This is an optimization exercise on Yosys and OpenROAD, whose aim is small area, a short achievable clock period and few clock cycles per item, not a production implementation.
The RTL was checked by simulation tests, not by an equivalence proof against the original design.

== build 9 ==
## yuv2rgb
module yuv2rgb (
    input  wire       clk,
    input  wire       rst,
    input  wire       in_valid,
    output wire       in_ready,
    input  wire [7:0] in_y,
    input  wire [7:0] in_u,
    input  wire [7:0] in_v,
    output wire       out_valid,
    input  wire       out_ready,
    output wire [7:0] out_r,
    output wire [7:0] out_g,
    output wire [7:0] out_b,
    output wire [7:0] out_luma
);
Size in the first run: roughly 110 flip-flops, ~12000 um^2 of cells after synthesis.
Settings: LEC_CHECK=0, CAP_MARGIN=20, CORE_MARGIN=2, CORE_UTILIZATION=40, SLEW_MARGIN=20, SYNTH_HIERARCHICAL=1, SYNTH_MINIMUM_KEEP_SIZE=0; clock period 16.0 ns.
standard.sh (not shown) runs the stock make flow with config.mk's settings and CLKGATE_MAP_FILE= SYNTH_SCRIPT=/design/flow/synth_recipe.tcl, a recipe that flattens the netlist after the stock synthesis.
==> flow/flow/run.sh <==
#!/bin/bash
# Standard ORFS layout (the standard.sh) with two changes in how it is made:
#  - the port buffers buffer_ports inserts are sky130_fd_sc_hd__buf_1 cells
#    (every input and output port still gets its own buffer);
#  - timing repair is asked to leave 11.0 ns of setup slack at the design's
#    16 ns clock, so the resizer works on the critical paths.
# Clock period, I/O constraints and all other steps are the standard ones.
set -euo pipefail
export BUFFER_PORTS_ARGS="-buffer_cell sky130_fd_sc_hd__buf_1"
bash standard.sh SETUP_SLACK_MARGIN=11.4 finish > standard_flow.log 2>&1
Build 9 ended with every stage complete and zero timing, DRC or antenna violations.
Testbench counts of build 9, summed over its fixed seeds: cycles 16,024, items 16,000.
Edits applied to the flow inputs when going from build 9 to build 45:
- setting CTS_CLUSTER_SIZE to 40 for the first time
- setting CTS_CLUSTER_DIAMETER to 120 for the first time
==> summary.txt <==
Build 9 -> build 45: worst hold slack delta 0, exact match
Count of TritonRoute iterations in the first routing pass: build 9 vs build 45 identical
The post-route standard cell area excluding fillers on build 9 is in line with that on build 45.
Between build 45 and build 9, the sequential share of layout area does not differ in any meaningful way.
Floorplan die area came out exactly the same in build 9 and build 45.
Input-level comparison between build 12 and build 45:
- CTS_CLUSTER_SIZE no longer set, was 40
- CORE_UTILIZATION now 55, was 40
- CTS_CLUSTER_DIAMETER no longer set, was 120
==> flow/flow/run.sh <==
#!/bin/bash
# Standard ORFS layout (the standard.sh) with these changes in how it is made:
#  - the port buffers buffer_ports inserts are sky130_fd_sc_hd__buf_1 cells
#    (every input and output port still gets its own buffer);
#  - clock tree synthesis runs with its standard options but without dummy loads;
#  - timing repair is asked to leave 11.4 ns of setup slack at the design's
#    16 ns clock, so the resizer works on the critical paths.
# Clock period, I/O constraints and all other steps are the standard ones.
set -euo pipefail
export BUFFER_PORTS_ARGS="-buffer_cell sky130_fd_sc_hd__buf_1"
export CTS_ARGS="-sink_clustering_enable -repair_clock_nets -dont_use_dummy_load"
bash standard.sh SETUP_SLACK_MARGIN=11.4 finish > standard_flow.log 2>&1
==> comparison <==
Build 12 reports its destination of the critical timing path as s2_g[0]$_DFFE_PP_ while build 45 reports s3_l[1]$_DFFE_PP_.
Compared with build 45, in build 12 worst endpoint data arrival time fell 0.02 ns, first-iteration DRC count rose 53, final layout net count rose 16, clock-pin transition on the worst setup and hold timing paths rose 0.02 ns, routed wire length rose 10%.
In build 12 the growth of design area from synthesis to finish turned out 0.32 points lower than in build 45.
For the global-route usage over all layers, build 12 came in 8.8 points higher than build 45 did.
In build 12 relative to build 45, cell count had gone down by a few percent.
--- input diff build 12..build 46 ---
- CORE_UTILIZATION changed from 55 to 40
==> flow/flow/run.sh <==
#!/bin/bash
# Standard ORFS layout (the standard.sh) with two changes in how it is made:
#  - the port buffers buffer_ports inserts are sky130_fd_sc_hd__buf_1 cells
#    (every input and output port still gets its own buffer);
#  - timing repair is asked to leave 11.0 ns of setup slack at the design's
#    16 ns clock, so the resizer works on the critical paths.
# Clock period, I/O constraints and all other steps are the standard ones.
set -euo pipefail
export BUFFER_PORTS_ARGS="-buffer_cell sky130_fd_sc_hd__buf_1"
bash standard.sh SETUP_SLACK_MARGIN=11.6 finish > standard_flow.log 2>&1
Results
- Die area (lower): build 12
- Build 12 leaves less setup margin than build 46.
- | net count of the finished layout | build 12 vs build 46 | ≈ equal |
Modified inputs, build 93 compared to build 46
- an added GPL_TIMING_DRIVEN of 1
-- flow/flow/run.sh --
<<< build 46, line 8
set -euo pipefail
export BUFFER_PORTS_ARGS="-buffer_cell sky130_fd_sc_hd__buf_1"
bash standard.sh SETUP_SLACK_MARGIN=11.6 finish > standard_flow.log 2>&1
>>> build 93, line 8
set -euo pipefail
export BUFFER_PORTS_ARGS="-buffer_cell sky130_fd_sc_hd__buf_1"
bash standard.sh SETUP_SLACK_MARGIN=11.4 finish > standard_flow.log 2>&1
==> summary.txt <==
Going from build 46 to build 93, number of standard cells in the final layout excluding fillers now smaller, total length of routed wires now smaller. Data arrival time at the worst-slack endpoint delta for build 93 relative to build 46: 0.06 ns higher. When the final numbers for build 93 and build 46 were put side by side, the average routed wire per standard cell turned out to be smaller in build 93. Build 93 against build 46: pin slew with the least headroom to its limit moved up, setup slack shows a reduction of 0.074 ns. Number of signal-net inverters in the final layout: build 46 vs build 93 identical. Changes observed in build 93 relative to build 46: hold slack now sits higher; final routed DRC violation total now sits at about the same level.
[inputs] build 7 vs build 93
- GPL_TIMING_DRIVEN removed (was 1)
-- flow/flow/run.sh --
<<< build 93, line 8
set -euo pipefail
export BUFFER_PORTS_ARGS="-buffer_cell sky130_fd_sc_hd__buf_1"
bash standard.sh SETUP_SLACK_MARGIN=11.4 finish > standard_flow.log 2>&1
>>> build 7, line 8
set -euo pipefail
export BUFFER_PORTS_ARGS="-buffer_cell sky130_fd_sc_hd__buf_1"
bash standard.sh SETUP_SLACK_MARGIN=11.0 finish > standard_flow.log 2>&1
- [compare] base=build 93 new=build 7: first-pass GRT wire length shows a reduction of about 3.8%, signed area change from the synthesized netlist to the final layout moved down, final net count did not really move, total detailed-routing wirelength now sits lower.
- Looking at final design utilization, build 7 sits 0.85 points lower than build 93 does.
- Build 93 has a lower number of vias after detailed routing than build 7.
- Comparing the two runs side by side, build 7 comes out ahead of build 93 on final area.
- Number of logic inverters in the finished layout across build 7 and build 93: no real change.

---

yuv2rgb, a different RTL version from the one above (not shown whole).
For scale: roughly 1,000 cells after synthesis, about 110 flip-flops, about 13,000 sq um of cells after synthesis.
// yuv2rgb
module yuv2rgb (
    input  wire       clk,
    input  wire       rst,
    input  wire       in_valid,
    output wire       in_ready,
    input  wire [7:0] in_y,
    input  wire [7:0] in_u,
    input  wire [7:0] in_v,
    output wire       out_valid,
    input  wire       out_ready,
    output wire [7:0] out_r,
    output wire [7:0] out_g,
    output wire [7:0] out_b,
    output wire [7:0] out_luma
);
clock: 16.0 ns
lec_check: 0
cap_margin: 20
core_margin: 2
core_utilization: 40
slew_margin: 20
synth_hierarchical: 1
synth_minimum_keep_size: 0
tns_end_percent: 10
==> flow/flow/run.sh <==
#!/bin/bash
# Standard ORFS layout (the standard.sh) with these changes in how it is made:
#  - the port buffers buffer_ports inserts are sky130_fd_sc_hd__buf_1 cells
#    (every input and output port still gets its own buffer);
#  - clock tree synthesis runs with its standard options but without dummy loads;
#  - timing repair is asked to leave 11.65 ns of setup slack at the design's
#    16 ns clock, so the resizer works on the critical paths.
# Clock period, I/O constraints and all other steps are the standard ones.
# make's output goes to standard_flow.log; each ORFS step keeps its own log
# under orfs/logs/.
set -euo pipefail
export BUFFER_PORTS_ARGS="-buffer_cell sky130_fd_sc_hd__buf_1"
export CTS_ARGS="-sink_clustering_enable -repair_clock_nets -dont_use_dummy_load"
bash standard.sh SETUP_SLACK_MARGIN=11.65 finish > standard_flow.log 2>&1
The starting point produced a clean layout.
Testbench counts at the start, summed over its fixed seeds: cycles 16,024, items 16,000.
Next try:
==> flow/flow/run.sh (replaced) <==
#!/bin/bash
# Standard ORFS layout (the standard.sh) with two changes in how it is made:
#  - the port buffers buffer_ports inserts are sky130_fd_sc_hd__buf_1 cells
#    (every input and output port still gets its own buffer);
#  - timing repair is asked to leave 11.0 ns of setup slack at the design's
#    16 ns clock, so the resizer works on the critical paths.
# Clock period, I/O constraints and all other steps are the standard ones.
set -euo pipefail
export BUFFER_PORTS_ARGS="-buffer_cell sky130_fd_sc_hd__buf_1"
bash standard.sh SETUP_SLACK_MARGIN=11.6 finish > standard_flow.log 2>&1
The changed run produced a clean layout.
Sequential share of layout area barely changes.
Via count increases slightly.
Wire length decreases slightly.
Design area increases slightly.
Next try:
==> flow/flow/run.sh (replaced) <==
#!/bin/bash
# Standard ORFS layout (the standard.sh) with these changes in how it is made:
#  - the port buffers buffer_ports inserts are sky130_fd_sc_hd__buf_1 cells
#    (every input and output port still gets its own buffer);
#  - clock tree synthesis runs with its standard options but without dummy loads;
#  - timing repair is asked to leave 11.7 ns of setup slack at the design's
#    16 ns clock, so the resizer works on the critical paths.
# Clock period, I/O constraints and all other steps are the standard ones.
# make's output goes to standard_flow.log; each ORFS step keeps its own log
# under orfs/logs/.
set -euo pipefail
export BUFFER_PORTS_ARGS="-buffer_cell sky130_fd_sc_hd__buf_1"
export CTS_ARGS="-sink_clustering_enable -repair_clock_nets -dont_use_dummy_load"
bash standard.sh SETUP_SLACK_MARGIN=11.7 finish > standard_flow.log 2>&1
Result: The changed run completed with no timing, DRC or antenna violations. Non-clock buffer count drops by 1. Global-route usage increases by 0.26 points. Count of clock-buffer cells in the layout decreases by 2.
Next try:
--- a/flow/flow/run.sh
+++ b/flow/flow/run.sh
@@ -5,3 +5,3 @@
 #  - clock tree synthesis runs with its standard options but without dummy loads;
-#  - timing repair is asked to leave 11.7 ns of setup slack at the design's
+#  - timing repair is asked to leave 11.8 ns of setup slack at the design's
 #    16 ns clock, so the resizer works on the critical paths.
@@ -13,2 +13,2 @@
 export CTS_ARGS="-sink_clustering_enable -repair_clock_nets -dont_use_dummy_load"
-bash standard.sh SETUP_SLACK_MARGIN=11.7 finish > standard_flow.log 2>&1
+bash standard.sh SETUP_SLACK_MARGIN=11.8 finish > standard_flow.log 2>&1
Result: Cell area came out higher by 0.88%. Area after synthesis stays the same. Utilization came out higher by 0.41 points. Worst setup slack is better by 30 ps. Synthesized cell count is unchanged. Clock skew stays flat. Non-clock buffer count came out higher by 9. Worst hold slack is about the same. Global-route usage stays flat.
Next try:
--- a/flow/flow/run.sh
+++ b/flow/flow/run.sh
@@ -5,3 +5,3 @@
 #  - clock tree synthesis runs with its standard options but without dummy loads;
-#  - timing repair is asked to leave 11.8 ns of setup slack at the design's
+#  - timing repair is asked to leave 11.7 ns of setup slack at the design's
 #    16 ns clock, so the resizer works on the critical paths.
@@ -13,2 +13,2 @@
 export CTS_ARGS="-sink_clustering_enable -repair_clock_nets -dont_use_dummy_load"
-bash standard.sh SETUP_SLACK_MARGIN=11.8 finish > standard_flow.log 2>&1
+bash standard.sh SETUP_SLACK_MARGIN=11.7 finish > standard_flow.log 2>&1
CORE_UTILIZATION = 45   (was 40)
What happened:
- cell count goes down by a few percent
- worst setup slack got worse by 43 ps
- cell area goes down slightly
- flip-flop and latch count does not change
Next try:
==> flow/flow/run.sh (replaced) <==
#!/bin/bash
# Standard ORFS layout (the standard.sh) with two changes in how it is made:
#  - the port buffers buffer_ports inserts are sky130_fd_sc_hd__buf_1 cells
#    (every input and output port still gets its own buffer);
#  - timing repair is asked to leave 11.0 ns of setup slack at the design's
#    16 ns clock, so the resizer works on the critical paths.
# Clock period, I/O constraints and all other steps are the standard ones.
set -euo pipefail
export BUFFER_PORTS_ARGS="-buffer_cell sky130_fd_sc_hd__buf_1"
bash standard.sh SETUP_SLACK_MARGIN=11.9 finish > standard_flow.log 2>&1
CORE_UTILIZATION = 40   (was 45)
Effect:
- area after synthesis does not change
- clock-buffer cell count increases by 2
- clock skew decreases by 12 ps
- cell area increases by 3.5%

-- static timing again, ports no longer ideal --
Ports are ideal in the flow. The routed layouts listed here were re-timed in OpenROAD.
Step 1: set_driving_cell puts a clkbuf_16 on clk and a buf_2 on each other input, an assumption about the parent block.
Step 2, shift: input delay + t, output delay - t, t = (earliest + latest rising clock arrival at the registers) / 2. This alone moves slack from input paths to output paths.
a / b / c = ideal ports / drivers / drivers and shift; a / b = the first two.
run | t, ns | setup WS [ns] | slew at the worst register clock pin (ns)
build 9 | 0.411 | 11.332 / 11.332 / 11.262 | 0.09 / 0.09
build 45 | 0.411 | 11.332 / 11.332 / 11.262 | 0.09 / 0.09
build 12 | 0.404 | 11.330 / 11.330 / 11.221 | 0.10 / 0.10
build 46 | 0.399 | 11.406 / 11.406 / 11.406 | 0.09 / 0.09
build 93 | 0.411 | 11.332 / 11.332 / 11.262 | 0.09 / 0.09
build 7 | 0.403 | 11.193 / 11.193 / 11.193 | 0.09 / 0.09
the first run of note 2 | 0.396 | 11.752 / 11.752 / 11.408 | 0.08 / 0.08
the second run of note 2 | 0.399 | 11.642 / 11.664 / 11.265 | 0.08 / 0.08
the third run of note 2 | 0.395 | 11.752 / 11.752 / 11.410 | 0.08 / 0.08
the fourth run of note 2 | 0.395 | 11.782 / 11.782 / 11.412 | 0.08 / 0.08
the fifth run of note 2 | 0.396 | 11.739 / 11.739 / 11.413 | 0.09 / 0.09
the sixth run of note 2 | 0.401 | 11.726 / 11.726 / 11.425 | 0.08 / 0.08
After both steps every run listed still meets setup and hold. For the second run of note 2, which loses most, drivers alone change the setup slack by +0.022 ns; drivers and shift together by -0.377 ns.
